Context: an optimization exercise on an open-source flow, tuned for small area, a short achievable clock period and few clock cycles. The choices shown serve that exercise and are no tape-out recipe. No functional check of the RTL was part of any run shown here. Power and IR drop assume default switching activity.

**flow/config.mk**
```make
export PLATFORM = sky130hd
export DESIGN_NAME = lcde
export DESIGN_NICKNAME = lcde
export VERILOG_FILES = /design/flow/design.v
export SDC_FILE = /design/flow/constraint.sdc
export NUM_CORES = 4
export LEC_CHECK = 0
export CAP_MARGIN = 20
export CORE_MARGIN = 2
export CORE_UTILIZATION = 40
export SLEW_MARGIN = 20
```
**flow/constraint.sdc**
```tcl
create_clock -name core_clock -period 10.0 [get_ports {clk}]
set_input_delay 2.0000 -clock core_clock [delete_from_list [all_inputs] [get_ports {clk}]]
set_output_delay 2.0000 -clock core_clock [all_outputs]
set_load 0.01 [all_outputs]
```
**flow/design.v**
```verilog
module lcde_add #(parameter W = 34) (
    input  wire [W-1:0] a,
    input  wire [W-1:0] b,
    input  wire         cin,
    output reg  [W-1:0] s,
    output reg          co
);
    reg [W:0] g, p, gn, pn;
    integer i, d;
    always @(*) begin
        g = {a & b, cin};
        p = {a ^ b, 1'b0};
        for (d = 1; d <= W; d = d * 2) begin
            gn = g;
            pn = p;
            for (i = 0; i <= W; i = i + 1)
                if ((i / d) % 2 == 1) begin
                    gn[i] = g[i] | (p[i] & g[(i / d) * d - 1]);
                    pn[i] = p[i] & p[(i / d) * d - 1];
                end
            g = gn;
            p = pn;
        end
        for (i = 0; i < W; i = i + 1)
            s[i] = a[i] ^ b[i] ^ g[i];
        co = g[W];
    end
endmodule
module lcde (
    input  wire        clk,
    input  wire        rst,           
    input  wire        csr_we,
    input  wire [3:0]  csr_addr,
    input  wire [31:0] csr_wdata,
    output reg  [31:0] csr_rdata,
    output wire [2:0]  status,        
    output reg         pt_req,
    output reg  [16:0] pt_addr,
    input  wire        pt_ack,
    input  wire [31:0] pt_rdata,
    output reg         snk_valid,
    output reg  [1:0]  snk_cmd,
    output reg         cb_req,
    input  wire        cb_ack,
    input  wire [31:0] cb_count,
    output reg         diag
);
    localparam [1:0] ST_IDLE = 2'd0, ST_BUSY = 2'd1, ST_DONE = 2'd2;
    localparam [2:0] SCH_PCM = 3'd0, SCH_PPM = 3'd1, SCH_PWM = 3'd2,
                     SCH_PWMP = 3'd3, SCH_PWMT = 3'd4, SCH_MANZ = 3'd5;
    localparam [1:0] CMD_B0 = 2'b00, CMD_B1 = 2'b01, CMD_ROW = 2'b10, CMD_CLR = 2'b11;
    localparam [2:0] C_IDLE  = 3'd0,
                     C_MZ0   = 3'd1,    
                     C_RUN   = 3'd2,    
                     C_EMIT  = 3'd3,    
                     C_FLCB  = 3'd4,    
                     C_FLB0  = 3'd5,    
                     C_ABORT = 3'd6;    
    reg [4:0]  mode_q;
    reg [31:0] short_q, long_q, reset_q, tol_q, syncw_q;
    reg [1:0]  arg_q;
    reg [15:0] num_q;
    reg [1:0]  state_q;
    reg        abort_q;
    reg [31:0] events_q;
    reg [15:0] n_q;
    reg [2:0]  cs_q;
    reg        ph_q;          
    reg        pv_q, gv_q;    
    reg [31:0] p_q, g_q;
    reg        sbd_q;
    reg        row0ne_q;
    reg [33:0] u_q;           
    reg [34:0] qm_q;          
    reg [32:0] rm_q;          
    reg        bad_q, gov_q, fl_q;
    wire [2:0] scheme  = mode_q[2:0];
    wire       cben    = mode_q[3];
    wire       verb    = mode_q[4];
    wire       is_pcm  = (scheme == SCH_PCM);
    wire       is_ppm  = (scheme == SCH_PPM);
    wire       is_pwm  = (scheme == SCH_PWM);
    wire       is_pwmp = (scheme == SCH_PWMP);
    wire       is_manz = (scheme == SCH_MANZ);
    assign status = {abort_q, state_q};
    always @(*) begin
        case (csr_addr)
            4'd1:    csr_rdata = {29'd0, abort_q, state_q};
            4'd2:    csr_rdata = {27'd0, mode_q};
            4'd3:    csr_rdata = short_q;
            4'd4:    csr_rdata = long_q;
            4'd5:    csr_rdata = reset_q;
            4'd6:    csr_rdata = {30'd0, arg_q};
            4'd7:    csr_rdata = tol_q;
            4'd8:    csr_rdata = syncw_q;
            4'd9:    csr_rdata = {16'd0, num_q};
            4'd10:   csr_rdata = events_q;
            4'd11:   csr_rdata = {16'd0, n_q};
            default: csr_rdata = 32'd0;
        endcase
    end
    wire start_wr = csr_we && (csr_addr == 4'd0) && csr_wdata[0] && (state_q != ST_BUSY);
    function automatic lt35(input [34:0] a, input [34:0] b, input strict);
        reg [36:0] s;
        begin
            s = {a[34], a, strict} + {~b[34], ~b, strict};
            lt35 = s[36];
        end
    endfunction
    wire g_lt_s  = lt35({3'd0, g_q}, {3'd0, short_q}, 1'b1);             
    wire g_cmp_l = lt35({3'd0, g_q}, {3'd0, long_q},  !is_pwm);          
    wire g_cmp_r = lt35({3'd0, g_q}, {3'd0, reset_q}, is_ppm);           
    wire g_gt_r  = !g_cmp_r;
    wire [31:0] hw    = is_pwmp ? tol_q : is_pcm ? {2'b00, long_q[31:2]} :
                        is_manz ? {1'b0, short_q[31:1]} : 32'd0;
    wire [31:0] qa    = is_manz ? short_q : p_q;
    wire [34:0] q_w, r_w;
    wire        q_co, r_co;
    lcde_add #(.W(35)) u_qw (.a({3'd0, qa}),  .b({3'd0, hw}),  .cin(1'b0), .s(q_w), .co(q_co));
    lcde_add #(.W(35)) u_rw (.a({3'd0, p_q}), .b(~{3'd0, hw}), .cin(1'b1), .s(r_w), .co(r_co));
    wire        wstr  = !is_pcm;    
    wire        s_lt_q = lt35({3'd0, short_q}, q_w, wstr);
    wire        r_lt_s = lt35(r_w, {3'd0, short_q}, wstr);
    wire        l_lt_q = lt35({3'd0, long_q}, q_w, 1'b1);
    wire        r_lt_l = lt35(r_w, {3'd0, long_q}, 1'b1);
    wire        y_lt_q = lt35({3'd0, syncw_q}, q_w, 1'b1);
    wire        r_lt_y = lt35(r_w, {3'd0, syncw_q}, 1'b1);
    wire        win_s  = r_lt_s && s_lt_q;
    wire        win_l  = r_lt_l && l_lt_q;
    wire        win_y  = (syncw_q != 32'd0) && r_lt_y && y_lt_q;
    wire        p_le_s = !s_lt_q;
    wire        p_lt_s = r_lt_s;
    wire        p_lt_l = r_lt_l;
    wire [1:0]  band   = p_lt_s ? 2'd0 : p_lt_l ? 2'd1 : 2'd2;
    wire [33:0] k15    = {1'b0, q_w[32:0]};           
    wire [31:0] ub     = is_pcm ? short_q : ph_q ? g_q : p_q;
    wire [33:0] u_sub;
    wire        u_co;
    lcde_add #(.W(34)) u_us (.a(u_q), .b(~{2'b00, ub}), .cin(1'b1), .s(u_sub), .co(u_co));
    wire        mz_hit = u_sub[33];                   
    wire [33:0] ym_load;                              
    wire [34:0] pg_sum, qm_load;                      
    wire [32:0] rm_load;                              
    wire        c1, c2, c3, c4;
    lcde_add #(.W(34)) u_yl (.a({2'b00, p_q}), .b({3'b111, ~short_q[31:1]}), .cin(~short_q[0]), .s(ym_load), .co(c1));
    lcde_add #(.W(35)) u_pg (.a({3'b000, p_q}), .b({3'b000, g_q}), .cin(1'b0), .s(pg_sum), .co(c2));
    lcde_add #(.W(35)) u_ql (.a(pg_sum), .b({4'b1111, ~long_q[31:1]}), .cin(~long_q[0]), .s(qm_load), .co(c3));
    lcde_add #(.W(33)) u_rl (.a({1'b0, reset_q}), .b(~{1'b0, long_q}), .cin(1'b1), .s(rm_load), .co(c4));
    wire        bad_load = (short_q != long_q) && !(s_lt_q && r_lt_s);
    wire [33:0] ym_sub = u_sub;
    wire [34:0] qm_sub;
    wire [32:0] rm_sub;
    wire        c5, c6;
    lcde_add #(.W(35)) u_qs (.a(qm_q), .b(~{3'b000, long_q}), .cin(1'b1), .s(qm_sub), .co(c5));
    lcde_add #(.W(33)) u_rs (.a(rm_q), .b(~{1'b0, long_q}), .cin(1'b1), .s(rm_sub), .co(c6));
    wire        e_b1   = !u_q[33];
    wire [31:0] ev_sum;
    wire        c7;
    lcde_add #(.W(32)) u_ev (.a(events_q), .b(cb_count), .cin(1'b0), .s(ev_sum), .co(c7));
    wire        e_qp   = !qm_q[34];
    wire        e_b0   = e_qp && !rm_q[32];
    wire [15:0] n_inc   = n_q + 16'd1;
    wire        n_end   = (n_q == num_q);
    wire        n_last  = (n_inc == num_q);
    wire        run_ok   = (cs_q == C_RUN) && !n_end;
    wire        p_run    = run_ok && pv_q && (is_pcm ? gv_q : !ph_q);
    wire        g_run    = run_ok && gv_q && (is_pcm ? pv_q :  ph_q);
    wire [16:0] addr_inc  = pt_addr + (is_ppm ? 17'd2 : 17'd1);
    wire        more_cur  = (pt_addr[16:1]  < num_q);
    wire        more_inc  = (addr_inc[16:1] < num_q);
    reg  [1:0]  state_d;
    reg         abort_d;
    reg  [31:0] events_d;
    reg  [15:0] n_d;
    reg  [2:0]  cs_d;
    reg         ph_d, pv_d, gv_d, sbd_d, row0ne_d;
    reg  [33:0] u_d;
    reg  [34:0] qm_d;
    reg  [32:0] rm_d;
    reg         bad_d, gov_d, fl_d;
    reg         snk_valid_d, diag_d, cb_req_d, pt_req_d;
    reg  [1:0]  snk_cmd_d;
    reg  [16:0] pt_addr_d;
    reg         p_use, g_use, acc, fetch_on;
    reg         fcond, last;
    task automatic emit(input [1:0] cmd);
        begin
            snk_valid_d = 1'b1;
            snk_cmd_d   = cmd;
        end
    endtask
    task automatic pcm_load;
        begin
            u_d   = ym_load;
            qm_d  = qm_load;
            rm_d  = rm_load;
            bad_d = bad_load;
            gov_d = g_gt_r;
            fl_d  = 1'b1;
            p_use = 1'b1;
            g_use = 1'b1;
            cs_d  = C_EMIT;
        end
    endtask
    task automatic pcm_finish;
        begin
            n_d = n_inc;
            if (!n_last && pv_q && gv_q) pcm_load;
            else                         cs_d = C_RUN;
        end
    endtask
    task automatic flush;
        begin
            if (cben) begin
                cb_req_d = 1'b1;
                cs_d     = C_FLCB;
            end else begin
                diag_d = 1'b1;
                emit(CMD_CLR);
                if (is_manz) cs_d = C_FLB0;
            end
        end
    endtask
    always @(*) begin
        state_d   = state_q;
        abort_d   = abort_q;
        events_d  = events_q;
        n_d       = n_q;
        cs_d      = cs_q;
        ph_d      = ph_q;
        sbd_d     = sbd_q;
        row0ne_d  = row0ne_q;
        u_d       = u_q;
        qm_d      = qm_q;
        rm_d      = rm_q;
        bad_d     = bad_q;
        gov_d     = gov_q;
        fl_d      = fl_q;
        snk_valid_d = 1'b0;
        snk_cmd_d   = snk_cmd;
        diag_d      = 1'b0;
        cb_req_d    = 1'b0;
        p_use       = 1'b0;
        g_use       = 1'b0;
        fcond       = fl_q && (gov_q || n_last);
        last        = 1'b0;
        case (cs_q)
            C_IDLE: begin
                if (start_wr) begin
                    state_d  = ST_BUSY;
                    abort_d  = 1'b0;
                    events_d = 32'd0;
                    n_d      = 16'd0;
                    sbd_d    = 1'b0;
                    u_d      = k15;
                    ph_d     = is_ppm;
                    emit(CMD_CLR);
                    cs_d     = is_manz ? C_MZ0 : C_RUN;
                end
            end
            C_MZ0, C_FLB0: begin
                emit(CMD_B0);
                cs_d = C_RUN;
            end
            C_RUN: begin
                if (n_end) begin
                    state_d = ST_DONE;
                    cs_d    = C_IDLE;
                end else if (is_pcm) begin
                    if (pv_q && gv_q) pcm_load;
                end else if (!ph_q) begin
                    if (pv_q) begin
                        p_use = 1'b1;
                        ph_d  = 1'b1;
                        case (scheme)
                            SCH_PWM: begin
                                if (arg_q == 2'd1 && !sbd_q) sbd_d = 1'b1;
                                else if (p_le_s)             emit(CMD_B1);
                                else                         emit(CMD_B0);
                            end
                            SCH_PWMP: begin
                                if (win_s)      emit(CMD_B1);
                                else if (win_l) emit(CMD_B0);
                                else if (win_y) emit(CMD_ROW);
                                else begin
                                    emit(CMD_CLR);
                                    cs_d = C_ABORT;
                                end
                            end
                            SCH_PWMT: begin
                                if (band == arg_q)      emit(CMD_ROW);
                                else if (band == 2'd0)  emit(CMD_B0);
                                else if (band == 2'd2)  emit(CMD_B1);
                                else if (arg_q == 2'd0) emit(CMD_B0);
                                else                    emit(CMD_B1);
                            end
                            default: begin  
                                if (mz_hit) begin
                                    emit(CMD_B0);
                                    u_d = k15;
                                end else begin
                                    u_d = u_sub;
                                end
                            end
                        endcase
                    end
                end else begin
                    if (gv_q) begin
                        g_use = 1'b1;
                        ph_d  = is_ppm;
                        n_d   = n_inc;
                        case (scheme)
                            SCH_PPM: begin
                                if (g_lt_s)       emit(CMD_B0);
                                else if (g_cmp_l) emit(CMD_B1);
                                else if (g_cmp_r) emit(CMD_ROW);
                                else              flush;
                            end
                            SCH_PWM: begin
                                if (g_gt_r) begin
                                    sbd_d = 1'b0;
                                    flush;
                                end else if (!g_cmp_l) begin
                                    sbd_d = 1'b0;
                                    emit(CMD_ROW);
                                end
                            end
                            SCH_MANZ: begin
                                u_d = k15;
                                if (g_gt_r)      flush;
                                else if (mz_hit) emit(CMD_B1);
                                else             u_d = u_sub;
                            end
                            default: begin  
                                if (g_gt_r) flush;
                            end
                        endcase
                    end
                end
            end
            C_EMIT: begin
                if (e_b1) begin
                    emit(CMD_B1);
                    u_d = ym_sub;
                    if (e_qp) qm_d = qm_sub;
                    last = ym_sub[33] && !(e_qp && !qm_sub[34] && !rm_q[32]) && !bad_q && !fcond;
                end else if (e_b0) begin
                    emit(CMD_B0);
                    qm_d = qm_sub;
                    rm_d = rm_sub;
                    last = !(!qm_sub[34] && !rm_sub[32]) && !bad_q && !fcond;
                end else if (bad_q) begin
                    emit(CMD_CLR);
                    bad_d = 1'b0;
                    last  = 1'b1;
                end else if (fcond && row0ne_q) begin
                    fl_d = 1'b0;
                    flush;
                    last = !cben;
                end else begin
                    last = 1'b1;
                end
                if (last) pcm_finish;
            end
            C_FLCB: begin
                if (cb_ack) begin
                    events_d = ev_sum;
                    diag_d   = verb && (cb_count != 32'd0);
                    emit(CMD_CLR);
                    if (is_pcm)       pcm_finish;
                    else if (is_manz) cs_d = C_FLB0;
                    else              cs_d = C_RUN;
                end else begin
                    cb_req_d = 1'b1;
                end
            end
            C_ABORT: begin
                events_d = 32'd0;
                abort_d  = 1'b1;
                state_d  = ST_DONE;
                cs_d     = C_IDLE;
            end
            default: cs_d = C_IDLE;
        endcase
        if (snk_valid_d) row0ne_d = (snk_cmd_d != CMD_CLR);
        acc = pt_req && pt_ack && (pt_addr[0] ? (!gv_q || g_run) : (!pv_q || p_run));
        pv_d = (pv_q && !p_use) || (acc && !pt_addr[0]);
        gv_d = (gv_q && !g_use) || (acc &&  pt_addr[0]);
        pt_addr_d = acc ? addr_inc : pt_addr;
        fetch_on  = (cs_q != C_IDLE);
        pt_req_d  = fetch_on && (acc ? more_inc : more_cur);
        if (cs_q == C_IDLE) begin
            pv_d      = 1'b0;
            gv_d      = 1'b0;
            pt_addr_d = {16'd0, is_ppm};
            pt_req_d  = start_wr && (num_q != 16'd0);
        end
    end
    always @(posedge clk) begin
        if (csr_we) begin
            case (csr_addr)
                4'd2: mode_q  <= csr_wdata[4:0];
                4'd3: short_q <= csr_wdata;
                4'd4: long_q  <= csr_wdata;
                4'd5: reset_q <= csr_wdata;
                4'd6: arg_q   <= csr_wdata[1:0];
                4'd7: tol_q   <= csr_wdata;
                4'd8: syncw_q <= csr_wdata;
                4'd9: num_q   <= csr_wdata[15:0];
                default: ;
            endcase
        end
        if (acc) begin
            if (pt_addr[0]) g_q <= pt_rdata;
            else            p_q <= pt_rdata;
        end
        pt_addr  <= pt_addr_d;
        snk_cmd  <= snk_cmd_d;
        sbd_q    <= sbd_d;
        row0ne_q <= row0ne_d;
        u_q      <= u_d;
        qm_q     <= qm_d;
        rm_q     <= rm_d;
        bad_q    <= bad_d;
        gov_q    <= gov_d;
        fl_q     <= fl_d;
        ph_q     <= ph_d;
        if (rst) begin
            state_q   <= ST_IDLE;
            abort_q   <= 1'b0;
            events_q  <= 32'd0;
            n_q       <= 16'd0;
            cs_q      <= C_IDLE;
            pv_q      <= 1'b0;
            gv_q      <= 1'b0;
            snk_valid <= 1'b0;
            diag      <= 1'b0;
            cb_req    <= 1'b0;
            pt_req    <= 1'b0;
        end else begin
            state_q   <= state_d;
            abort_q   <= abort_d;
            events_q  <= events_d;
            n_q       <= n_d;
            cs_q      <= cs_d;
            pv_q      <= pv_d;
            gv_q      <= gv_d;
            snk_valid <= snk_valid_d;
            diag      <= diag_d;
            cb_req    <= cb_req_d;
            pt_req    <= pt_req_d;
        end
    end
endmodule
```
**flow/run.sh**
```bash
#!/bin/bash
# synth_recipe.tcl (not shown) runs the flow's synth.tcl, then flattens the netlist and writes it again
# the make line also repeats each setting of config.mk as NAME=value (left out here)
make -C /OpenROAD-flow-scripts/flow DESIGN_CONFIG=/design/flow/config.mk WORK_HOME=/design/flow/orfs CLKGATE_MAP_FILE= SYNTH_SCRIPT=/design/flow/synth_recipe.tcl finish
```
==> out/qor.txt, run 1 <==
largest net degree at the start of global routing - 69
drt wl/cell - 25.4 um
kind of critical path - flip-flop to flip-flop
most instantiated cells after synthesis - ha_1, a21oi_1, edfxtp_1, nor2_1, inv_1
skew final - 0.0339 ns
critical path arrival - 8.77 ns
total number of yosys warnings - 5
Post-CTS Setup Inserts - 0
core area - 102000 sq um
min-delay src - events_q[17]
register area share after synthesis - 0.299
Worst slew margin - 0.180
Placed Cells - 5885
Longest Clk Path Bufs - 3
Synth async-reset ratio - 0
count leader, synth - ha_1
layout cell share with drive strength beyond 1 - 0.0451
R2R depth - 32
Final Setup Violations - 0
Max Freq - 122 MHz
Synth area leaders - edfxtp_1, ha_1, a21oi_1
# fillers - 9968
num rows - 117
CTS Hold Bufs - 0
worst r2r src - mode_q[1]
Reg-to-Reg End - cs_q[2]
Iter 0 DRT Violations - 3280
final cell count without fillers - 5981
die width - 324 um
RSZ-0062 raised after global routing - false
CTS tree - built
hold path cells - 2
Pre-antenna DRT Iters - 6
WHS Endpoint - events_q[17]
# clock sinks - 434
synthesized instance count - 4451
initial antenna violation count - 3
HP Class - flip-flop to flip-flop
startpoint type of the worst setup path - flip-flop
I/O pins - 163
slowest stage cell, crit path - nor4_1
CP Data Required Time - 10.54 ns
FF/Latch Area - 12300 sq um
DP Worst Slack - 1.86 ns
Avg Synthesized Cell Area - 9.19 sq um
Die Area - 105000 sq um
Inserted Clock Buffers - 51
area taken by multi-input logic gates - 27100 sq um
PortBufs - 162
critical path fanouts, max - 50
area added between synthesis and finish - 12.0%
syn nets - 5236
Tot GR Track Use - 0.285
die height - 324 um
Worst setup EP type - flip-flop
cts repair resizes - 0
Most common cell on crit path - a21oi_1
Fin. Hold Viols - 0
post-synthesis cell area - 40900 sq um
commonest register cell after synthesis - edfxtp_1
crit-path max cell delay - 0.61 ns
Initial Util - 0.403
pwr/cell area - 110 nW/um^2
cell area after layout - 45800 sq um
FF-to-FF setup slack - 1.77 ns
DRC - 0
clock transition at the registers of the reported paths - 0.07 ns
Yosys top cell by area - edfxtp_1
setup ws final - 1.77 ns
Worst-Skew Late Latency - 0.64 ns
VDD IR max - 104 uV
Post-DRT Antenna Nets - 0
outcome - timing/DRC/antenna clean
routability cong. - 0.969
max_cap viols - 0
count of cell types in the netlist - 101
ANT cells - 0
routed vias/inst - 6.12
leak pwr - 19.2 nW
minimum clock period - 8.23 ns
Worst-Margin Slew - 1.22 ns
Max Slew Vio Count - 0
placed cell area - 44100 sq um
share of the synthesized area in the top cell type - 0.261
Tcrit/Tclk final - 0.823
setup tns final - 0 ns
Post-synth EDFFs - 356
number of synthesized register bits - 434
first-pass GRT wire length - 224000 um
final WL - 152000 um
final net count - 5355
DR vias - 36.6k
vias in the first global route - 35.5k
Clock H-tree levels - 2
Clk Tree Root Cell - clkbuf_16
Congestion Overflow GR - 0
DP Wirelength - 122000 um
==> layout make-up <==
| type | count | share of cell area |
|---|---|---|
| inverters | 286 | 0.0234 |
| repair buffers | 219 | 0.0446 |
| flip-flops and latches | 434 | 0.267 |
| multi-input cells | 3578 | 0.591 |
| clock inverters | 38 | 0.00716 |
| clock buffers | 58 | 0.0289 |
| well taps | 1368 | 0.0374 |
==> kinds of logic (layout without fill, tap and decap cells) <==
logic type | after synthesis | after routing | synth area share
buffers and inverters | 439 | 601 | 0.0413
XOR/XNOR | 316 | 316 | 0.0676
AO/OA/AOI/OAI | 1395 | 1395 | 0.225
adder cells (fa/ha/maj) | 682 | 682 | 0.217
flip-flops | 434 | 434 | 0.299
multiplexers | 54 | 54 | 0.0134
AND/OR/NAND/NOR | 1131 | 1131 | 0.136
==> through the flow <==
stage / util / total power, mW / hold slack, ns
floorplan: - / 2.78 / 0.449
global placement: 0.435 / 3.16 / 0.504
detailed placement: 0.435 / 3.17 / 0.500
CTS: 0.451 / 5.04 / 0.510
global route: 0.451 / 5.23 / 0.548
finish: 0.451 / 5.04 / 0.510
==> sequential cells by signal, summed over array words and instances (netlist names), 3 cells and up <==
name / cells
cs_q: 3
mode_q: 5
events_q: 32
n_q: 16
long_q: 32
short_q: 32
qm_q: 35
rm_q: 33
pt_addr: 17
p_q: 32
num_q: 16
tol_q: 32
u_q: 34
g_q: 32
reset_q: 32
syncw_q: 32
==> worst max-delay path by stage <==
stage                    from  endpoint  slack, ns  cells past startpoint
global placement    mode_q[1]   cs_q[2]       1.96                     32
CTS                 mode_q[1]   cs_q[2]       1.85                     32
detailed placement  mode_q[1]   cs_q[2]       1.86                     32
global route        mode_q[1]  row0ne_q       1.09                     32
floorplan              cb_ack     gov_q       1.55                      5
finish              mode_q[1]   cs_q[2]       1.77                     32
==> power by group <==
part / total, mW / internal (mW) / switching [mW]
combinational: 1.07 / 0.433 / 0.635
sequential: 2.09 / 2.02 / 0.0744
clock: 1.88 / 1.04 / 0.844
total: 5.04 / 3.49 / 1.55
==> layout by cell type, fill, tap and decap left out, types with 39 or more instances in the layout <==
master           Yosys  routed
mux2i_1             49      49
clkbuf_16            0      51
nor2_1             332     330
buf_4                2      57
nor3_1              79      76
inv_1              284     284
nor4_1              40      40
o21a_1              71      71
nand2b_1            62      62
dfxtp_1             78      78
fa_1                48      48
edfxtp_1           356     356
xor2_1             159     159
a21oi_1            362     360
ha_1               632     632
a31oi_1             67      67
o21ai_0            236     236
a22oi_1            144     144
a211oi_1            60      59
a21o_1             166     166
clkdlybuf4s50_1      0     161
xnor2_1            157     157
nand4_1             56      56
and3_1              39      39
nand2_1            253     252
nand3_1             73      73
nor2b_1             52      52
==> metal layers <==
metal  wire length, um  up-vias  GRT usage
li1                  -    17000          -
met1             65800    17900      0.386
met2             67200     1485      0.452
met3             12200      295     0.0456
met4              6640        4      0.113
met5                24        -          0
==> worst max-delay path: cells and delay by family, from the launching register on <==
kind            cells  cell delay [ns]
fa+ha+maj           3             0.89
compound gates     18             3.94
buf+inv             4             0.99
simple gates        7             1.94
flops               1             0.36
==> run 2: changes to the inputs <==
--- a/flow/config.mk
+++ b/flow/config.mk
@@ -8,4 +8,5 @@
 export CAP_MARGIN = 20
 export CORE_MARGIN = 2
 export CORE_UTILIZATION = 40
+export SETUP_SLACK_MARGIN = 4
 export SLEW_MARGIN = 20
==> run 2 against run 1 <==
- core utilization increased by 3.8 points
- sequential cell count is the same
- die area did not move
- wire length is 12% higher
- count of clock-buffer cells in the layout increased by 5
- sequential share of layout area is 2.1 points lower
- sequential power about the same
- final cell count is 3.6% higher
- critical endpoint unchanged
- largest cell class unchanged
- highest routed layer is now met4
==> out/qor.txt, run 2 <==
DP Wirelength - 126000 um (was 122000 um)
sequential fraction of design power - 0.390 (was 0.415)
ANT cells - 0 (unchanged)
sw frac - 0.313 (was 0.308)
Yosys top cell by area - edfxtp_1 (unchanged)
Worst setup EP type - flip-flop (unchanged)
die height - 324 um (unchanged)
CTS tree - built (unchanged)
min-delay src - events_q[17] (unchanged)
core area - 102000 sq um (unchanged)
die width - 324 um (unchanged)
largest family of logic cells by synthesized area - compound AO/OA/AOI/OAI gates (unchanged)
Adder-Cell Fraction of Synth Area - 0.217 (unchanged)
Worst-Margin Slew - 1.19 ns (was 1.22 ns)
clock transition at the registers of the reported paths - 0.07 ns (about the same)
DRC - 0 (unchanged)
VDD IR max - 135 uV (was 104 uV)
Iter 0 DRT Violations - 4003 (was 3280)
Compound-Gate Fraction of Synth Area - 0.225 (unchanged)
Synth async-reset ratio - 0 (unchanged)
max reg flops - 35 (unchanged)
slowest stage cell, crit path - edfxtp_1 (was nor4_1)
final cell count without fillers - 6198 (was 5981)
final net count - 5571 (was 5355)
setup tns final - 0 ns (unchanged)
largest registers - qm_q x35, u_q x34, rm_q x33 (unchanged)
WHS Endpoint - events_q[17] (unchanged)
post-synthesis simple-gate area fraction - 0.136 (unchanged)
CP Data Required Time - 10.57 ns (was 10.54 ns)
hold path cells - 2 (unchanged)
Critical Path Start - mode_q[0] (was mode_q[1])
synthesized instance count - 4451 (unchanged)
syn nets - 5236 (unchanged)
Max Slew Vio Count - 0 (unchanged)
Final Util - 0.489 (was 0.451)
Post-DRT Antenna Nets - 0 (unchanged)
area added between synthesis and finish - 21.3% (was 12.0%)
HP Class - flip-flop to flip-flop (unchanged)
Tcrit/Tclk final - 0.672 (was 0.823)
Fin. Hold Viols - 0 (unchanged)
drt wl/cell - 27.3 um (was 25.4 um)
Top reg by flops - qm_q (unchanged)
RSZ-0062 raised after global routing - true (was false)
M3 GR Usage - 0.0667 (was 0.0456)
critical path arrival - 7.29 ns (was 8.77 ns)
PortBufs - 162 (unchanged)
commonest register cell after synthesis - edfxtp_1 (unchanged)
first-pass GRT wire length - 241000 um (was 224000 um)
Avg Synthesized Cell Area - 9.19 sq um (unchanged)
critical path fanouts, max - 4 (was 50)
most instantiated cells after synthesis - ha_1, a21oi_1, edfxtp_1, nor2_1, inv_1 (unchanged)
number of synthesized register bits - 434 (unchanged)
M2 GR Usage - 0.473 (was 0.452)
# fillers - 9520 (was 9968)
FF-to-FF setup slack - 3.28 ns (was 1.77 ns)
power share of the combinational group - 0.227 (was 0.212)
routed vias/inst - 6.20 (was 6.12)
Longest Clk Path Bufs - 3 (unchanged)
placed cell area - 44300 sq um (was 44100 sq um)
count leader, synth - ha_1 (unchanged)
initial antenna violation count - 2 (was 3)
DR vias - 38.4k (was 36.6k)
Placed Cells - 5886 (was 5885)
minimum clock period - 6.72 ns (was 8.23 ns)
Congestion Overflow GR - 0 (unchanged)
met1 usage - 0.419 (was 0.386)
outcome - timing/DRC/antenna clean (unchanged)
Reg-to-Reg End - cs_q[2] (unchanged)
share of the synthesized area in the top cell type - 0.261 (unchanged)
routability cong. - 1.04 (was 0.969)
post-synthesis cell area - 40900 sq um (unchanged)
Die Area - 105000 sq um (unchanged)
most frequent cells in the layout - ha_1, edfxtp_1, a21oi_1 (was ha_1, a21oi_1, edfxtp_1)
Worst-Skew Late Latency - 0.67 ns (was 0.64 ns)
Synth area leaders - edfxtp_1, ha_1, a21oi_1 (unchanged)
Inserted Clock Buffers - 52 (was 51)
CTS Hold Bufs - 0 (unchanged)
R2R depth - 33 (was 32)
Worst slew margin - 0.208 (was 0.180)
cell area after layout - 49600 sq um (was 45800 sq um)
I/O pins - 163 (unchanged)
Tot GR Track Use - 0.311 (was 0.285)
commonest non-fill, non-tap cell in the layout - ha_1 (unchanged)
skew final - 0.0414 ns (was 0.0339 ns)
Clk network pwr share - 0.383 (was 0.374)
layout cell share with drive strength beyond 1 - 0.134 (was 0.0451)
Pre-antenna DRT Iters - 6 (unchanged)
xor/xnor cell area share of the yosys netlist - 0.0676 (unchanged)
post-synthesis mux area share - 0.0134 (unchanged)
total number of yosys warnings - 5 (unchanged)
Clk Tree Root Cell - clkbuf_16 (unchanged)
Clock H-tree levels - 2 (unchanged)
num rows - 117 (unchanged)
Final Setup Violations - 0 (unchanged)
crit-path max cell delay - 0.50 ns (was 0.61 ns)
leak pwr - 20.9 nW (was 19.2 nW)
count of cell types in the netlist - 101 (unchanged)
GRT busiest layer - met2 (unchanged)
vias in the first global route - 36.8k (was 35.5k)
startpoint type of the worst setup path - flip-flop (unchanged)
max_cap viols - 0 (unchanged)
Initial Util - 0.403 (unchanged)
Post-synth EDFFs - 356 (unchanged)
Int Pwr - 3.68 mW (was 3.49 mW)
final WL - 169000 um (was 152000 um)
register area share after synthesis - 0.299 (unchanged)
pwr/cell area - 108 nW/um^2 (was 110 nW/um^2)
# clock sinks - 434 (unchanged)
worst r2r src - mode_q[0] (was mode_q[1])
worst hold slack - 0.510 ns (about the same)
kind of critical path - flip-flop to flip-flop (unchanged)
Max Freq - 149 MHz (was 122 MHz)
Net Switching - 1.68 mW (was 1.55 mW)
largest net degree at the start of global routing - 56 (was 69)
[run 2: cell counts after synthesis]
No cell type changed its count.
[run 2: power groups by stage]
| stage | combinational [mW] | sequential (mW) | clock (mW) |
|---|---|---|---|
| 2_1_floorplan | 0.694 | 2.09 | 0 |
| 3_3_place_gp | 1.05 | 2.13 | 0 |
| 3_5_place_dp | 1.05 | 2.12 | 0 |
| 4_1_cts | 1.13 | 2.08 | 2.07 |
| 5_1_grt | 1.31 | 2.09 | 2.13 |
| 6_report | 1.22 | 2.09 | 2.05 |
[run 2: cell type report]
cell class                 count  area [sq um]  share of cell area
timing repair buffer         426          4290              0.0865
multi-input combinational   3586         28500               0.574
sequential                   434         12300               0.247
tap                         1368          1710              0.0345
clock buffer                  63          1380              0.0279
clock inverter                35           428             0.00862
inverter                     286          1100              0.0222
[run 2: kinds of logic after synthesis]
logic type / Yosys count
compound gates: 1395
xor+xnor: 316
fa+ha+maj: 682
buf+inv: 439
flops: 434
mux: 54
simple gates: 1131
[run 2: metal layers]
layer	wire, um	part of all wire
met1	69700	0.41
met2	72500	0.43
met5	0	0
met4	9710	0.057
met3	17400	0.10
[run 2: through the flow]
step	setup slack, ns	total power, mW
3_5_place_dp	2.26	3.18
4_1_cts	3.27	5.29
5_1_grt	3.03	5.54
6_report	3.28	5.36
3_3_place_gp	2.39	3.18
2_1_floorplan	3.78	2.78
[run 2: worst max path at each step]
stage / end / slack [ns] / cells after the start
global placement: cs_q[2] / 2.39 / 27
finish: cs_q[2] / 3.28 / 33
global route: cs_q[0] / 3.03 / 35
CTS: cs_q[2] / 3.27 / 35
floorplan: row0ne_q / 3.78 / 32
detailed placement: cs_q[2] / 2.26 / 32
[run 2: critical path: cells and delay by family, from the launching register on]
| family | cells | cell delay [ns] |
|---|---|---|
| simple gates | 7 | 1.54 |
| buf+inv | 4 | 0.53 |
| flops | 1 | 0.50 |
| fa+ha+maj | 3 | 0.99 |
| compound gates | 19 | 3.06 |
[run 2: timing repair]
action | 4_1_cts | 5_1_grt
setup buffers | 119 | 72
cloned | 13 | 10
pin swaps | 87 | 79
resized for setup | 206 | 187
setup endpoints to repair | 163 | 136
==> run 3: changes to the inputs <==
--- a/flow/design.v
+++ b/flow/design.v
@@ -67,6 +67,8 @@
     reg [2:0]  cs_q;
     reg        ph_q;          
     reg        pv_q, gv_q;    
+    reg        pfv_q;         
+    reg        pf_ws, pf_wl, pf_wy, pf_les, pf_lts, pf_ltl, pf_bad;
     reg [31:0] p_q, g_q;
     reg        sbd_q;
     reg        row0ne_q;
@@ -111,13 +113,17 @@
     wire g_cmp_l = lt35({3'd0, g_q}, {3'd0, long_q},  !is_pwm);          
     wire g_cmp_r = lt35({3'd0, g_q}, {3'd0, reset_q}, is_ppm);           
     wire g_gt_r  = !g_cmp_r;
-    wire [31:0] hw    = is_pwmp ? tol_q : is_pcm ? {2'b00, long_q[31:2]} :
+    wire        pcm_ld = is_pcm && pfv_q;
+    wire [31:0] hw    = is_pwmp ? tol_q :
+                        is_pcm  ? (pfv_q ? g_q : {2'b00, long_q[31:2]}) :
                         is_manz ? {1'b0, short_q[31:1]} : 32'd0;
+    wire [31:0] hr    = pcm_ld ? {1'b0, short_q[31:1]} : hw;
+    wire        rcin  = pcm_ld ? ~short_q[0] : 1'b1;
     wire [31:0] qa    = is_manz ? short_q : p_q;
     wire [34:0] q_w, r_w;
     wire        q_co, r_co;
     lcde_add #(.W(35)) u_qw (.a({3'd0, qa}),  .b({3'd0, hw}),  .cin(1'b0), .s(q_w), .co(q_co));
-    lcde_add #(.W(35)) u_rw (.a({3'd0, p_q}), .b(~{3'd0, hw}), .cin(1'b1), .s(r_w), .co(r_co));
+    lcde_add #(.W(35)) u_rw (.a({3'd0, p_q}), .b(~{3'd0, hr}), .cin(rcin), .s(r_w), .co(r_co));
     wire        wstr  = !is_pcm;    
     wire        s_lt_q = lt35({3'd0, short_q}, q_w, wstr);
     wire        r_lt_s = lt35(r_w, {3'd0, short_q}, wstr);
@@ -131,19 +137,18 @@
     wire        p_le_s = !s_lt_q;
     wire        p_lt_s = r_lt_s;
     wire        p_lt_l = r_lt_l;
-    wire [1:0]  band   = p_lt_s ? 2'd0 : p_lt_l ? 2'd1 : 2'd2;
+    wire [1:0]  band   = pf_lts ? 2'd0 : pf_ltl ? 2'd1 : 2'd2;
     wire [33:0] k15    = {1'b0, q_w[32:0]};           
     wire [31:0] ub     = is_pcm ? short_q : ph_q ? g_q : p_q;
     wire [33:0] u_sub;
     wire        u_co;
     lcde_add #(.W(34)) u_us (.a(u_q), .b(~{2'b00, ub}), .cin(1'b1), .s(u_sub), .co(u_co));
     wire        mz_hit = u_sub[33];                   
-    wire [33:0] ym_load;                              
-    wire [34:0] pg_sum, qm_load;                      
+    wire [33:0] ym_load = r_w[33:0];                  
+    wire [34:0] pg_sum  = q_w;
+    wire [34:0] qm_load;                              
     wire [32:0] rm_load;                              
-    wire        c1, c2, c3, c4;
-    lcde_add #(.W(34)) u_yl (.a({2'b00, p_q}), .b({3'b111, ~short_q[31:1]}), .cin(~short_q[0]), .s(ym_load), .co(c1));
-    lcde_add #(.W(35)) u_pg (.a({3'b000, p_q}), .b({3'b000, g_q}), .cin(1'b0), .s(pg_sum), .co(c2));
+    wire        c3, c4;
     lcde_add #(.W(35)) u_ql (.a(pg_sum), .b({4'b1111, ~long_q[31:1]}), .cin(~long_q[0]), .s(qm_load), .co(c3));
     lcde_add #(.W(33)) u_rl (.a({1'b0, reset_q}), .b(~{1'b0, long_q}), .cin(1'b1), .s(rm_load), .co(c4));
     wire        bad_load = (short_q != long_q) && !(s_lt_q && r_lt_s);
@@ -163,8 +168,8 @@
     wire        n_end   = (n_q == num_q);
     wire        n_last  = (n_inc == num_q);
     wire        run_ok   = (cs_q == C_RUN) && !n_end;
-    wire        p_run    = run_ok && pv_q && (is_pcm ? gv_q : !ph_q);
-    wire        g_run    = run_ok && gv_q && (is_pcm ? pv_q :  ph_q);
+    wire        p_run    = run_ok && pfv_q && (is_pcm ? gv_q : !ph_q);
+    wire        g_run    = run_ok && gv_q && (is_pcm ? pfv_q :  ph_q);
     wire [16:0] addr_inc  = pt_addr + (is_ppm ? 17'd2 : 17'd1);
     wire        more_cur  = (pt_addr[16:1]  < num_q);
     wire        more_inc  = (addr_inc[16:1] < num_q);
@@ -194,7 +199,7 @@
             u_d   = ym_load;
             qm_d  = qm_load;
             rm_d  = rm_load;
-            bad_d = bad_load;
+            bad_d = pf_bad;
             gov_d = g_gt_r;
             fl_d  = 1'b1;
             p_use = 1'b1;
@@ -205,7 +210,7 @@
     task automatic pcm_finish;
         begin
             n_d = n_inc;
-            if (!n_last && pv_q && gv_q) pcm_load;
+            if (!n_last && pfv_q && gv_q) pcm_load;
             else                         cs_d = C_RUN;
         end
     endtask
@@ -267,21 +272,21 @@
                     state_d = ST_DONE;
                     cs_d    = C_IDLE;
                 end else if (is_pcm) begin
-                    if (pv_q && gv_q) pcm_load;
+                    if (pfv_q && gv_q) pcm_load;
                 end else if (!ph_q) begin
-                    if (pv_q) begin
+                    if (pfv_q) begin
                         p_use = 1'b1;
                         ph_d  = 1'b1;
                         case (scheme)
                             SCH_PWM: begin
                                 if (arg_q == 2'd1 && !sbd_q) sbd_d = 1'b1;
-                                else if (p_le_s)             emit(CMD_B1);
+                                else if (pf_les)             emit(CMD_B1);
                                 else                         emit(CMD_B0);
                             end
                             SCH_PWMP: begin
-                                if (win_s)      emit(CMD_B1);
-                                else if (win_l) emit(CMD_B0);
-                                else if (win_y) emit(CMD_ROW);
+                                if (pf_ws)      emit(CMD_B1);
+                                else if (pf_wl) emit(CMD_B0);
+                                else if (pf_wy) emit(CMD_ROW);
                                 else begin
                                     emit(CMD_CLR);
                                     cs_d = C_ABORT;
@@ -424,6 +429,15 @@
         bad_q    <= bad_d;
         gov_q    <= gov_d;
         fl_q     <= fl_d;
+        if (!pfv_q) begin
+            pf_ws  <= win_s;
+            pf_wl  <= win_l;
+            pf_wy  <= win_y;
+            pf_les <= p_le_s;
+            pf_lts <= p_lt_s;
+            pf_ltl <= p_lt_l;
+            pf_bad <= bad_load;
+        end
         ph_q     <= ph_d;
         if (rst) begin
             state_q   <= ST_IDLE;
@@ -432,6 +446,7 @@
             n_q       <= 16'd0;
             cs_q      <= C_IDLE;
             pv_q      <= 1'b0;
+            pfv_q     <= 1'b0;
             gv_q      <= 1'b0;
             snk_valid <= 1'b0;
             diag      <= 1'b0;
@@ -444,6 +459,7 @@
             n_q       <= n_d;
             cs_q      <= cs_d;
             pv_q      <= pv_d;
+            pfv_q     <= pv_q && !p_use && !(acc && !pt_addr[0]) && (cs_q != C_IDLE);
             gv_q      <= gv_d;
             snk_valid <= snk_valid_d;
             diag      <= diag_d;
==> run 3 against run 2 <==
- clock skew down 0.017 ns
- cell area hardly changed
- critical endpoint is now csr_rdata[1]
- area after synthesis down 3.1%
- critical path depth fell by 24
- combinational power shrank 31%
- maximum frequency rose by 7.5%
- synthesized cell count is 3.1% lower
- still clean on timing, DRC and antenna
- critical path type is now primary input to output pin
- sequential share of layout area rose by 0.50 points
- die area is 3.1% lower
- largest cell class unchanged
- wire length up 3.0%
- highest routed layer is now met5
- largest power group is now the clock network
==> out/qor.txt, run 3 <==
Max Freq - 160 MHz (was 149 MHz)
setup ws final - 3.75 ns (was 3.28 ns)
commonest non-fill, non-tap cell in the layout - ha_1 (unchanged)
# fillers - 8990 (was 9520)
Tot GR Track Use - 0.327 (was 0.311)
DR vias - 37.9k (was 38.4k)
final cell count without fillers - 6020 (was 6198)
core area - 98300 sq um (was 102000 sq um)
synthesized instance count - 4312 (was 4451)
count of cell types in the netlist - 105 (was 101)
total number of yosys warnings - 5 (unchanged)
startpoint type of the worst setup path - primary input (was flip-flop)
commonest register cell after synthesis - edfxtp_1 (unchanged)
power share of the combinational group - 0.167 (was 0.227)
leak pwr - 20.7 nW (was 20.9 nW)
drt wl/cell - 29.0 um (was 27.3 um)
Net Switching - 1.42 mW (was 1.68 mW)
Worst setup EP type - output pin (was flip-flop)
final net count - 5400 (was 5571)
DRC - 0 (unchanged)
die height - 319 um (was 324 um)
Final Setup Violations - 0 (unchanged)
hold path cells - 2 (unchanged)
PortBufs - 162 (unchanged)
Reg-to-Reg End - u_q[25] (was cs_q[2])
first-pass GRT wire length - 244000 um (was 241000 um)
share of the synthesized area in the top cell type - 0.275 (was 0.261)
max_cap viols - 0 (unchanged)
critical path arrival - 4.25 ns (was 7.29 ns)
worst r2r src - long_q[9] (was mode_q[0])
largest registers - qm_q x35, u_q x34, rm_q x33 (unchanged)
Pre-antenna DRT Iters - 8 (was 6)
FF-to-FF setup slack - 3.85 ns (was 3.28 ns)
Placed Cells - 5651 (was 5886)
Worst slew margin - 0.172 (was 0.208)
Top reg by flops - qm_q (unchanged)
minimum clock period - 6.25 ns (was 6.72 ns)
clock transition at the registers of the reported paths - 0.06 ns (was 0.07 ns)
outcome - timing/DRC/antenna clean (unchanged)
FF/Latch Area - 12500 sq um (was 12300 sq um)
most instantiated cells after synthesis - ha_1, edfxtp_1, o21ai_0, a21oi_1, nand2_1 (was ha_1, a21oi_1, edfxtp_1, nor2_1, inv_1)
pwr/cell area - 101 nW/um^2 (was 108 nW/um^2)
syn nets - 5028 (was 5236)
HP Class - flip-flop to flip-flop (unchanged)
sequential fraction of design power - 0.414 (was 0.390)
Tcrit/Tclk final - 0.625 (was 0.672)
die width - 319 um (was 324 um)
R2R depth - 22 (was 33)
Worst-Skew Late Latency - 0.68 ns (was 0.67 ns)
Int Pwr - 3.59 mW (was 3.68 mW)
Max Slew Vio Count - 0 (unchanged)
Initial Util - 0.403 (about the same)
Clk Tree Root Cell - clkbuf_16 (unchanged)
Inserted Clock Buffers - 54 (was 52)
CP Data Required Time - 8.00 ns (was 10.57 ns)
Congestion Overflow GR - 0 (unchanged)
DP Wirelength - 126000 um (about the same)
most frequent cells in the layout - ha_1, edfxtp_1, nand2_1 (was ha_1, edfxtp_1, a21oi_1)
count leader, synth - ha_1 (unchanged)
final WL - 174000 um (was 169000 um)
Post-synth EDFFs - 363 (was 356)
Post-DRT Antenna Nets - 0 (unchanged)
post-synthesis cell area - 39600 sq um (was 40900 sq um)
skew final - 0.0239 ns (was 0.0414 ns)
CTS tree - built (unchanged)
routed vias/inst - 6.30 (was 6.20)
RSZ-0062 raised after global routing - true (unchanged)
vias in the first global route - 35.6k (was 36.8k)
sw frac - 0.283 (was 0.313)
layout cell share with drive strength beyond 1 - 0.172 (was 0.134)
num rows - 115 (was 117)
number of synthesized register bits - 442 (was 434)
Fin. Hold Viols - 0 (unchanged)
Clock H-tree levels - 2 (unchanged)
I/O pins - 163 (unchanged)
initial antenna violation count - 12 (was 2)
Clk network pwr share - 0.419 (was 0.383)
Worst-Margin Slew - 1.24 ns (was 1.19 ns)
critical path fanouts, max - 15 (was 4)
Yosys top cell by area - edfxtp_1 (unchanged)
Synth area leaders - edfxtp_1, ha_1, o21ai_0 (was edfxtp_1, ha_1, a21oi_1)
routability cong. - 0.990 (was 1.04)
Setup crit end - csr_rdata[1] (was cs_q[2])
largest net degree at the start of global routing - 52 (was 56)
area taken by multi-input logic gates - 27700 sq um (was 28500 sq um)
kind of critical path - primary input to output pin (was flip-flop to flip-flop)
VDD IR max - 124 uV (was 135 uV)
DP Worst Slack - 2.03 ns (was 2.26 ns)
# clock sinks - 442 (was 434)
Iter 0 DRT Violations - 4723 (was 4003)
register area share after synthesis - 0.315 (was 0.299)
Avg Synthesized Cell Area - 9.19 sq um (about the same)
max reg flops - 35 (unchanged)
Longest Clk Path Bufs - 3 (unchanged)
Critical Path Start - csr_addr[3] (was mode_q[0])
area added between synthesis and finish - 25.2% (was 21.3%)
Die Area - 102000 sq um (was 105000 sq um)
setup tns final - 0 ns (unchanged)
Synth async-reset ratio - 0 (unchanged)
## run 3: kinds of logic after synthesis
family	share of synthesized area
AO/OA/AOI/OAI	0.231
multiplexers	0.0199
flip-flops	0.315
XOR/XNOR	0.0590
AND/OR/NAND/NOR	0.130
buffers and inverters	0.0441
adder cells (fa/ha/maj)	0.201
## run 3: power by group through the flow
| stage | Combinational, mW | Sequential (mW) | Clock, mW |
|---|---|---|---|
| after floorplan | 0.421 | 2.08 | 0 |
| after detailed placement | 0.676 | 2.11 | 0 |
| after global routing | 0.893 | 2.07 | 2.17 |
| after global placement | 0.670 | 2.11 | 0 |
| final | 0.837 | 2.07 | 2.09 |
| after CTS | 0.761 | 2.07 | 2.10 |
## run 3: final cells by class
class	count	area share
tap	1287	0.0325
clock inverter	27	0.00633
inverter	284	0.0219
antenna	5	0.000252
clock buffer	73	0.0303
multi-input combinational	3429	0.559
timing repair buffer	473	0.0977
sequential	442	0.252
## run 3: worst max-delay path: stages
cell and delay (ns):
clkdlybuf4s15_2 0.26, inv_2 0.09, ha_4 0.21, and3b_2 0.26
bufbuf_16 0.32, a22o_1 0.24, a221oi_1 0.29, a31oi_2 0.22
dlygate4sd2_1 0.33
## run 3: metrics by stage
step | hold WS [ns] | power [mW] | area [sq um] | utilization
floorplan | 0.452 | 2.50 | 39700 | -
global placement | 0.472 | 2.78 | 42800 | 0.435
detailed placement | 0.485 | 2.78 | 42800 | 0.435
CTS | 0.501 | 4.93 | 47600 | 0.484
global route | 0.529 | 5.13 | 49600 | 0.505
finish | 0.499 | 5.00 | 49600 | 0.505
## run 3: per-layer routing
metal / up-vias / GRT usage / wire length (um)
met5: - / 0 / 63
li1: 17000 / - / -
met1: 18200 / 0.405 / 67400
met4: 10 / 0.235 / 15000
met3: 577 / 0.0794 / 17300
met2: 2136 / 0.497 / 74600
## run 3: timing repair
item                                    in CTS  in global routing
endpoints found under the setup margin     171                149
pin swaps                                  144                133
buffers inserted                           143                 90
hold buffers                                 0                  0
gates resized for setup                    392                293
cloned                                      20                 10
## run 3: worst min path at each step
stage                     from    end
after floorplan           pv_q  pfv_q
after global placement    pv_q  pfv_q
after detailed placement  pv_q  pfv_q
after CTS                 pv_q  pfv_q
after global routing      pv_q  pfv_q
final                     pv_q  pfv_q
==> run 4: changes to the inputs <==
--- a/flow/config.mk
+++ b/flow/config.mk
@@ -8,5 +8,5 @@
 export CAP_MARGIN = 20
 export CORE_MARGIN = 2
 export CORE_UTILIZATION = 40
-export SETUP_SLACK_MARGIN = 4
+export SETUP_SLACK_MARGIN = 5
 export SLEW_MARGIN = 20
==> run 4 against run 3 <==
- still clean on timing, DRC and antenna
- cell area grew 6.6%
- die area is the same
- count of clock-buffer cells in the layout shrank 7
- hold slack lost 0.017 ns
- core utilization grew 3.3 points
- total power grew 4.3%
- area after synthesis is the same
- final cell count grew 3.1%
- combinational power grew 12%
- global-route usage grew 1.4 points
- clock power grew 5%
- synthesized cell count is the same
- critical path type is now flip-flop to flip-flop
- highest routed layer unchanged
==> out/qor.txt, run 4 <==
num rows - 115 (unchanged)
Clk Tree Root Cell - clkbuf_16 (unchanged)
Final Setup Violations - 0 (unchanged)
minimum clock period - 6.20 ns (was 6.25 ns)
met1 usage - 0.418 (was 0.405)
Initial Util - 0.403 (unchanged)
die height - 319 um (unchanged)
share of the synthesized area in the top cell type - 0.275 (unchanged)
RSZ-0062 raised after global routing - true (unchanged)
M2 GR Usage - 0.511 (was 0.497)
total number of yosys warnings - 5 (unchanged)
routed vias/inst - 6.32 (was 6.30)
startpoint type of the worst setup path - flip-flop (was primary input)
DP Wirelength - 125000 um (was 126000 um)
Post-synth EDFFs - 363 (unchanged)
outcome - timing/DRC/antenna clean (unchanged)
synthesized instance count - 4312 (unchanged)
# clock sinks - 442 (unchanged)
DRC - 0 (unchanged)
CTS Hold Bufs - 0 (unchanged)
Longest Clk Path Bufs - 3 (unchanged)
die width - 319 um (unchanged)
Synth async-reset ratio - 0 (unchanged)
Yosys top cell by area - edfxtp_1 (unchanged)
core area - 98300 sq um (unchanged)
largest registers - qm_q x35, u_q x34, rm_q x33 (unchanged)
routability cong. - 1.01 (was 0.990)
PortBufs - 162 (unchanged)
layout cell share with drive strength beyond 1 - 0.237 (was 0.172)
Synth area leaders - edfxtp_1, ha_1, o21ai_0 (unchanged)
slowest stage cell, crit path - edfxtp_1 (was dlygate4sd2_1)
max reg flops - 35 (unchanged)
initial antenna violation count - 6 (was 12)
post-synthesis cell area - 39600 sq um (unchanged)
commonest non-fill, non-tap cell in the layout - ha_1 (unchanged)
pwr/cell area - 98.7 nW/um^2 (was 101 nW/um^2)
GRT busiest layer - met2 (unchanged)
number of synthesized register bits - 442 (unchanged)
final net count - 5585 (was 5400)
first-pass GRT wire length - 254000 um (was 244000 um)
Worst-Margin Slew - 1.18 ns (was 1.24 ns)
most frequent cells in the layout - ha_1, edfxtp_1, nand2_1 (unchanged)
register area share after synthesis - 0.315 (unchanged)
FF-to-FF setup slack - 3.80 ns (was 3.85 ns)
kind of critical path - flip-flop to flip-flop (was primary input to output pin)
DR vias - 39.2k (was 37.9k)
I/O pins - 163 (unchanged)
Max Freq - 161 MHz (was 160 MHz)
Fin. Hold Viols - 0 (unchanged)
syn nets - 5028 (unchanged)
final cell count without fillers - 6204 (was 6020)
Inserted Clock Buffers - 54 (unchanged)
setup tns final - 0 ns (unchanged)
FF/Latch Area - 12500 sq um (unchanged)
Die Area - 102000 sq um (unchanged)
Congestion Overflow GR - 0 (unchanged)
M3 GR Usage - 0.0920 (was 0.0794)
area added between synthesis and finish - 33.4% (was 25.2%)
critical path arrival - 6.61 ns (was 4.25 ns)
critical path fanouts, max - 6 (was 15)
Worst-Skew Late Latency - 0.67 ns (was 0.68 ns)
Tcrit/Tclk final - 0.620 (was 0.625)
Avg Synthesized Cell Area - 9.19 sq um (unchanged)
vias in the first global route - 36.8k (was 35.6k)
Bufs and invs on worst path - 6 (was 4)
Final Util - 0.538 (was 0.505)
drt wl/cell - 29.3 um (was 29.0 um)
HP Class - flip-flop to flip-flop (unchanged)
Iter 0 DRT Violations - 4648 (was 4723)
skew final - 0.0255 ns (was 0.0239 ns)
count of cell types in the netlist - 105 (unchanged)
Max Slew Vio Count - 0 (unchanged)
clock transition at the registers of the reported paths - 0.07 ns (was 0.06 ns)
leak pwr - 22.0 nW (was 20.7 nW)
worst hold slack - 0.482 ns (was 0.499 ns)
max_cap viols - 0 (unchanged)
largest net degree at the start of global routing - 57 (was 52)
most instantiated cells after synthesis - ha_1, edfxtp_1, o21ai_0, a21oi_1, nand2_1 (unchanged)
Tot GR Track Use - 0.341 (was 0.327)
CP top delay family - compound AO/OA/AOI/OAI gates (was buffers and inverters)
crit-path max cell delay - 0.47 ns (was 0.33 ns)
Top reg by flops - qm_q (unchanged)
VDD IR max - 130 uV (was 124 uV)
Placed Cells - 5647 (was 5651)
commonest register cell after synthesis - edfxtp_1 (unchanged)
area taken by multi-input logic gates - 28900 sq um (was 27700 sq um)
Worst slew margin - 0.216 (was 0.172)
Clock H-tree levels - 2 (unchanged)
CTS tree - built (unchanged)
count leader, synth - ha_1 (unchanged)
Worst setup EP type - flip-flop (was output pin)
final WL - 182000 um (was 174000 um)
Post-DRT Antenna Nets - 0 (unchanged)
Pre-antenna DRT Iters - 7 (was 8)
# fillers - 8704 (was 8990)
Most common cell on crit path - a21o_1
CP Data Required Time - 10.41 ns (was 8.00 ns)
[run 4: cell count changes in the layout (fill, tap and decap cells not counted), moves of 12 or more]
cell	change
buf_4	+63
a22oi_1	-55
buf_12	+16
ha_4	+13
buf_2	+16
a22oi_2	+55
a31oi_4	+12
buf_8	+13
dlygate4sd2_1	-22
o21ai_0	-12
buf_6	+86
[run 4: report_power, final]
part | internal, mW | leakage (nW) | switching (mW) | total [mW]
Sequential | 2.02 | 3.92 | 0.0496 | 2.07
Combinational | 0.418 | 17.1 | 0.523 | 0.941
Clock | 1.28 | 0.929 | 0.924 | 2.20
Total | 3.72 | 22.0 | 1.50 | 5.22
[run 4: worst reg2reg max path: cells and delay by family, from the launching register on]
| kind | cells | cell delay, ns |
|---|---|---|
| simple gates | 7 | 0.85 |
| xor+xnor | 2 | 0.51 |
| flops | 1 | 0.47 |
| buf+inv | 6 | 0.72 |
| compound gates | 15 | 2.67 |
| fa+ha+maj | 3 | 0.71 |
[run 4: path summary, 6_finish.rpt]
path	depth (start not counted)	to	start
min	2	pfv_q	pv_q
max reg2reg	33	qm_q[32]	mode_q[0]
max	33	qm_q[32]	mode_q[0]
min reg2reg	2	pfv_q	pv_q
[run 4: area by class of cell]
class                      instances  area share
inverter                         284      0.0212
sequential                       442       0.236
clock inverter                    36     0.00932
clock buffer                      66      0.0270
tap                             1287      0.0305
timing repair buffer             643       0.129
antenna                            2   0.0000946
multi-input combinational       3444       0.546
[run 4: metrics by stage]
stage	total power, mW	area [sq um]	setup slack [ns]
floorplan	2.52	40600	4.16
CTS	5.13	50500	4.01
global placement	2.79	43300	2.23
global route	5.35	52900	3.57
detailed placement	2.80	43300	2.11
finish	5.22	52900	3.80
[run 4: metal layers]
layer | share of wire | wire [um] | vias up
met5 | 0.00023 | 41 | -
met4 | 0.093 | 16900 | 6
met3 | 0.12 | 21100 | 694
met2 | 0.42 | 76800 | 2440
met1 | 0.37 | 67000 | 18700
li1 | - | - | 17400
[run 4: cells by family after synthesis]
family | count (synthesis) | synth area share
DFF | 442 | 0.315
and+or+nand+nor | 1066 | 0.130
muxes | 78 | 0.0199
xor gates and xnor gates | 266 | 0.0590
AOI/OAI and AO/OA | 1396 | 0.231
adders and majority gates | 612 | 0.201
buffers and inverters | 452 | 0.0441
[run 4: timing repair]
item,CTS,global route
pin swaps,258,180
setup endpoints to repair,171,215
resized for setup,694,265
cloned,40,7
buffers inserted,287,118
==> run 5: changes to the inputs <==
--- a/flow/design.v
+++ b/flow/design.v
@@ -76,14 +76,10 @@
     reg [34:0] qm_q;          
     reg [32:0] rm_q;          
     reg        bad_q, gov_q, fl_q;
-    wire [2:0] scheme  = mode_q[2:0];
+    reg        is_pcm, is_ppm, is_pwm, is_pwmp, is_pwmt, is_manz;
     wire       cben    = mode_q[3];
     wire       verb    = mode_q[4];
-    wire       is_pcm  = (scheme == SCH_PCM);
-    wire       is_ppm  = (scheme == SCH_PPM);
-    wire       is_pwm  = (scheme == SCH_PWM);
-    wire       is_pwmp = (scheme == SCH_PWMP);
-    wire       is_manz = (scheme == SCH_MANZ);
+    reg        ne_q, nl_q;    
     assign status = {abort_q, state_q};
     always @(*) begin
         case (csr_addr)
@@ -165,8 +161,9 @@
     wire        e_qp   = !qm_q[34];
     wire        e_b0   = e_qp && !rm_q[32];
     wire [15:0] n_inc   = n_q + 16'd1;
-    wire        n_end   = (n_q == num_q);
-    wire        n_last  = (n_inc == num_q);
+    wire        n_end   = ne_q;
+    wire        n_last  = nl_q;
+    wire        n_last2 = ((n_q + 16'd2) == num_q);
     wire        run_ok   = (cs_q == C_RUN) && !n_end;
     wire        p_run    = run_ok && pfv_q && (is_pcm ? gv_q : !ph_q);
     wire        g_run    = run_ok && gv_q && (is_pcm ? pfv_q :  ph_q);
@@ -187,7 +184,7 @@
     reg  [1:0]  snk_cmd_d;
     reg  [16:0] pt_addr_d;
     reg         p_use, g_use, acc, fetch_on;
-    reg         fcond, last;
+    reg         fcond, last, n_step;
     task automatic emit(input [1:0] cmd);
         begin
             snk_valid_d = 1'b1;
@@ -210,6 +207,7 @@
     task automatic pcm_finish;
         begin
             n_d = n_inc;
+            n_step = 1'b1;
             if (!n_last && pfv_q && gv_q) pcm_load;
             else                         cs_d = C_RUN;
         end
@@ -249,6 +247,7 @@
         g_use       = 1'b0;
         fcond       = fl_q && (gov_q || n_last);
         last        = 1'b0;
+        n_step      = 1'b0;
         case (cs_q)
             C_IDLE: begin
                 if (start_wr) begin
@@ -277,13 +276,13 @@
                     if (pfv_q) begin
                         p_use = 1'b1;
                         ph_d  = 1'b1;
-                        case (scheme)
-                            SCH_PWM: begin
+                        case (1'b1)
+                            is_pwm: begin
                                 if (arg_q == 2'd1 && !sbd_q) sbd_d = 1'b1;
                                 else if (pf_les)             emit(CMD_B1);
                                 else                         emit(CMD_B0);
                             end
-                            SCH_PWMP: begin
+                            is_pwmp: begin
                                 if (pf_ws)      emit(CMD_B1);
                                 else if (pf_wl) emit(CMD_B0);
                                 else if (pf_wy) emit(CMD_ROW);
@@ -292,7 +291,7 @@
                                     cs_d = C_ABORT;
                                 end
                             end
-                            SCH_PWMT: begin
+                            is_pwmt: begin
                                 if (band == arg_q)      emit(CMD_ROW);
                                 else if (band == 2'd0)  emit(CMD_B0);
                                 else if (band == 2'd2)  emit(CMD_B1);
@@ -314,14 +313,15 @@
                         g_use = 1'b1;
                         ph_d  = is_ppm;
                         n_d   = n_inc;
-                        case (scheme)
-                            SCH_PPM: begin
+                        n_step = 1'b1;
+                        case (1'b1)
+                            is_ppm: begin
                                 if (g_lt_s)       emit(CMD_B0);
                                 else if (g_cmp_l) emit(CMD_B1);
                                 else if (g_cmp_r) emit(CMD_ROW);
                                 else              flush;
                             end
-                            SCH_PWM: begin
+                            is_pwm: begin
                                 if (g_gt_r) begin
                                     sbd_d = 1'b0;
                                     flush;
@@ -330,7 +330,7 @@
                                     emit(CMD_ROW);
                                 end
                             end
-                            SCH_MANZ: begin
+                            is_manz: begin
                                 u_d = k15;
                                 if (g_gt_r)      flush;
                                 else if (mz_hit) emit(CMD_B1);
@@ -404,7 +404,15 @@
     always @(posedge clk) begin
         if (csr_we) begin
             case (csr_addr)
-                4'd2: mode_q  <= csr_wdata[4:0];
+                4'd2: begin
+                    mode_q  <= csr_wdata[4:0];
+                    is_pcm  <= (csr_wdata[2:0] == SCH_PCM);
+                    is_ppm  <= (csr_wdata[2:0] == SCH_PPM);
+                    is_pwm  <= (csr_wdata[2:0] == SCH_PWM);
+                    is_pwmp <= (csr_wdata[2:0] == SCH_PWMP);
+                    is_pwmt <= (csr_wdata[2:0] == SCH_PWMT);
+                    is_manz <= (csr_wdata[2:0] == SCH_MANZ);
+                end
                 4'd3: short_q <= csr_wdata;
                 4'd4: long_q  <= csr_wdata;
                 4'd5: reset_q <= csr_wdata;
@@ -420,6 +428,13 @@
             else            p_q <= pt_rdata;
         end
         pt_addr  <= pt_addr_d;
+        if (cs_q == C_IDLE) begin
+            ne_q <= (num_q == 16'd0);
+            nl_q <= (num_q == 16'd1);
+        end else if (n_step) begin
+            ne_q <= nl_q;
+            nl_q <= n_last2;
+        end
         snk_cmd  <= snk_cmd_d;
         sbd_q    <= sbd_d;
         row0ne_q <= row0ne_d;
--- a/flow/config.mk
+++ b/flow/config.mk
@@ -7,6 +7,6 @@
 export LEC_CHECK = 0
 export CAP_MARGIN = 20
 export CORE_MARGIN = 2
-export CORE_UTILIZATION = 40
-export SETUP_SLACK_MARGIN = 5
+export CORE_UTILIZATION = 60
+export SETUP_SLACK_MARGIN = 4
 export SLEW_MARGIN = 20
==> run 5 against run 4 <==
- now fails the layout checks on capacitance limit, slew limit
- count of clock-buffer cells in the layout grew 3
- clock power shrank 9.5%
- die area shrank 33%
- setup slack gained 0.22 ns
==> out/qor.txt, run 5 <==
DR vias - 37.4k (was 39.2k)
Synth async-reset ratio - 0 (unchanged)
most instantiated cells after synthesis - ha_1, edfxtp_1, a21oi_1, inv_1, nor2_1 (was ha_1, edfxtp_1, o21ai_0, a21oi_1, nand2_1)
area added between synthesis and finish - 17.3% (was 33.4%)
Worst slew margin - -0.0397 (was 0.216)
Critical Path Start - csr_addr[3] (was mode_q[0])
first-pass GRT wire length - 213000 um (was 254000 um)
final net count - 5306 (was 5585)
register area share after synthesis - 0.319 (was 0.315)
Setup crit end - csr_rdata[15] (was qm_q[32])
count leader, synth - ha_1 (unchanged)
Clock H-tree levels - 2 (unchanged)
minimum clock period - 5.98 ns (was 6.20 ns)
count of cell types in the netlist - 95 (was 105)
Avg Synthesized Cell Area - 9.21 sq um (was 9.19 sq um)
I/O pins - 163 (unchanged)
Congestion Overflow GR - 0 (unchanged)
die height - 262 um (was 319 um)
core area - 65700 sq um (was 98300 sq um)
Final Setup Violations - 0 (unchanged)
Tot GR Track Use - 0.419 (was 0.341)
Longest Clk Path Bufs - 3 (unchanged)
VDD IR max - 128 uV (was 130 uV)
number of synthesized register bits - 450 (was 442)
most frequent cells in the layout - ha_1, edfxtp_1, a21oi_1 (was ha_1, edfxtp_1, nand2_1)
Worst setup EP type - output pin (was flip-flop)
vias in the first global route - 34.1k (was 36.8k)
sw frac - 0.326 (was 0.287)
CTS tree - built (unchanged)
kind of critical path - primary input to output pin (was flip-flop to flip-flop)
R2R depth - 24 (was 33)
CTS Hold Bufs - 0 (unchanged)
pwr/cell area - 123 nW/um^2 (was 98.7 nW/um^2)
FF-to-FF setup slack - 4.08 ns (was 3.80 ns)
num rows - 94 (was 115)
synthesized instance count - 4331 (was 4312)
CP Data Required Time - 8.00 ns (was 10.41 ns)
RSZ-0062 raised after global routing - true (unchanged)
largest net degree at the start of global routing - 69 (was 57)
clock transition at the registers of the reported paths - 0.06 ns (was 0.07 ns)
power share of the combinational group - 0.263 (was 0.180)
outcome - finished with violations (was timing/DRC/antenna clean)
Max Freq - 167 MHz (was 161 MHz)
Top reg by flops - qm_q (unchanged)
Clk Tree Root Cell - clkbuf_16 (unchanged)
Synth area leaders - edfxtp_1, ha_1, a21oi_1 (was edfxtp_1, ha_1, o21ai_0)
Fin. Hold Viols - 0 (unchanged)
post-synthesis cell area - 39900 sq um (was 39600 sq um)
Worst-Skew Late Latency - 0.64 ns (was 0.67 ns)
final WL - 150000 um (was 182000 um)
Initial Util - 0.606 (was 0.403)
leak pwr - 20.2 nW (was 22.0 nW)
Worst-Margin Slew - 1.55 ns (was 1.18 ns)
Placed Cells - 5258 (was 5647)
commonest non-fill, non-tap cell in the layout - ha_1 (unchanged)
Net Switching - 1.88 mW (was 1.50 mW)
final cell count without fillers - 5495 (was 6204)
layout cell share with drive strength beyond 1 - 0.107 (was 0.237)
critical path arrival - 3.98 ns (was 6.61 ns)
Post-DRT Antenna Nets - 0 (unchanged)
Fail Reasons - capacitance limit, slew limit
max_cap viols - 1 (was 0)
hold path cells - 2 (unchanged)
Iter 0 DRT Violations - 4951 (was 4648)
total number of yosys warnings - 5 (unchanged)
critical path fanouts, max - 30 (was 6)
setup tns final - 0 ns (unchanged)
Max Slew Vio Count - 13 (was 0)
DP Wirelength - 111000 um (was 125000 um)
# fillers - 5126 (was 8704)
Inserted Clock Buffers - 51 (was 54)
-- run 5: changes by cell type after synthesis, sizes merged, moves of 15 or more --
cell    before  now
nand2      309  290
inv        284  326
buf         51   35
nand4       81   58
xnor2      148  122
a21oi      311  339
nand2b      37   58
xor2       118  143
a22oi      121  106
a211oi      61   78
o21ai      335  273
-- run 5: how the worst min path moves through the flow --
stage | from | end | slack [ns]
finish | events_q[31] | events_q[31] | 0.51
global route | events_q[31] | events_q[31] | 0.53
CTS | events_q[31] | events_q[31] | 0.52
detailed placement | events_q[18] | events_q[18] | 0.51
global placement | events_q[31] | events_q[31] | 0.49
floorplan | events_q[11] | events_q[11] | 0.45
-- run 5: cells by family after synthesis --
logic type / after synthesis / share of synthesized area
multiplexers: 89 / 0.0225
adder cells (fa/ha/maj): 613 / 0.200
AND/OR/NAND/NOR: 1077 / 0.131
buffers and inverters: 480 / 0.0455
XOR/XNOR: 265 / 0.0582
flip-flops: 450 / 0.319
AO/OA/AOI/OAI: 1357 / 0.224
-- run 5: final cells by class --
class | instances | area (sq um) | area share
Clock buffer | 69 | 1410 | 0.0301
Sequential cell | 450 | 12700 | 0.272
Clock inverter | 27 | 329 | 0.00704
Multi-Input combinational cell | 3403 | 26300 | 0.563
Timing Repair Buffer | 356 | 3560 | 0.0761
Tap cell | 864 | 1080 | 0.0231
Inverter | 326 | 1310 | 0.0281
-- run 5: worst max-delay path, cell delays in order --
cell	delay, ns
clkdlybuf4s15_2	0.23
inv_2	0.07
ha_4	0.18
buf_4	0.16
and3_1	0.17
buf_12	0.18
a22o_1	0.25
a221oi_1	0.22
a31oi_1	0.17
dlygate4sd2_1	0.32
-- run 5: routing by layer --
layer  vias to the layer above  share of wire  GRT usage
li1                      16700              -          -
met1                     17800           0.40      0.587
met2                      2554           0.41      0.600
met3                       392           0.14      0.127
met4                         2          0.053      0.171
met5                         -       0.000073          0
-- run 5: repair_timing --
action | CTS | global route
setup endpoints to repair | 157 | 119
cloned | 8 | 4
buffers inserted | 45 | 83
gates resized for setup | 161 | 135
pin swaps | 27 | 54
-- run 5: per-stage QoR --
step	setup WS, ns	area, sq um	util	power (mW)
floorplan	4.04	39900	-	3.17
global placement	2.83	42500	0.646	3.63
detailed placement	2.81	42500	0.646	3.65
CTS	3.92	45400	0.690	5.65
global route	3.82	46800	0.711	5.96
finish	4.02	46800	0.711	5.77
-- run 5: power by group through the flow --
stage | sequential (mW) | clock (mW) | combinational (mW)
floorplan | 2.24 | 0 | 0.924
global placement | 2.29 | 0 | 1.34
detailed placement | 2.29 | 0 | 1.35
CTS | 2.25 | 1.99 | 1.40
global route | 2.26 | 2.06 | 1.64
finish | 2.26 | 1.99 | 1.52
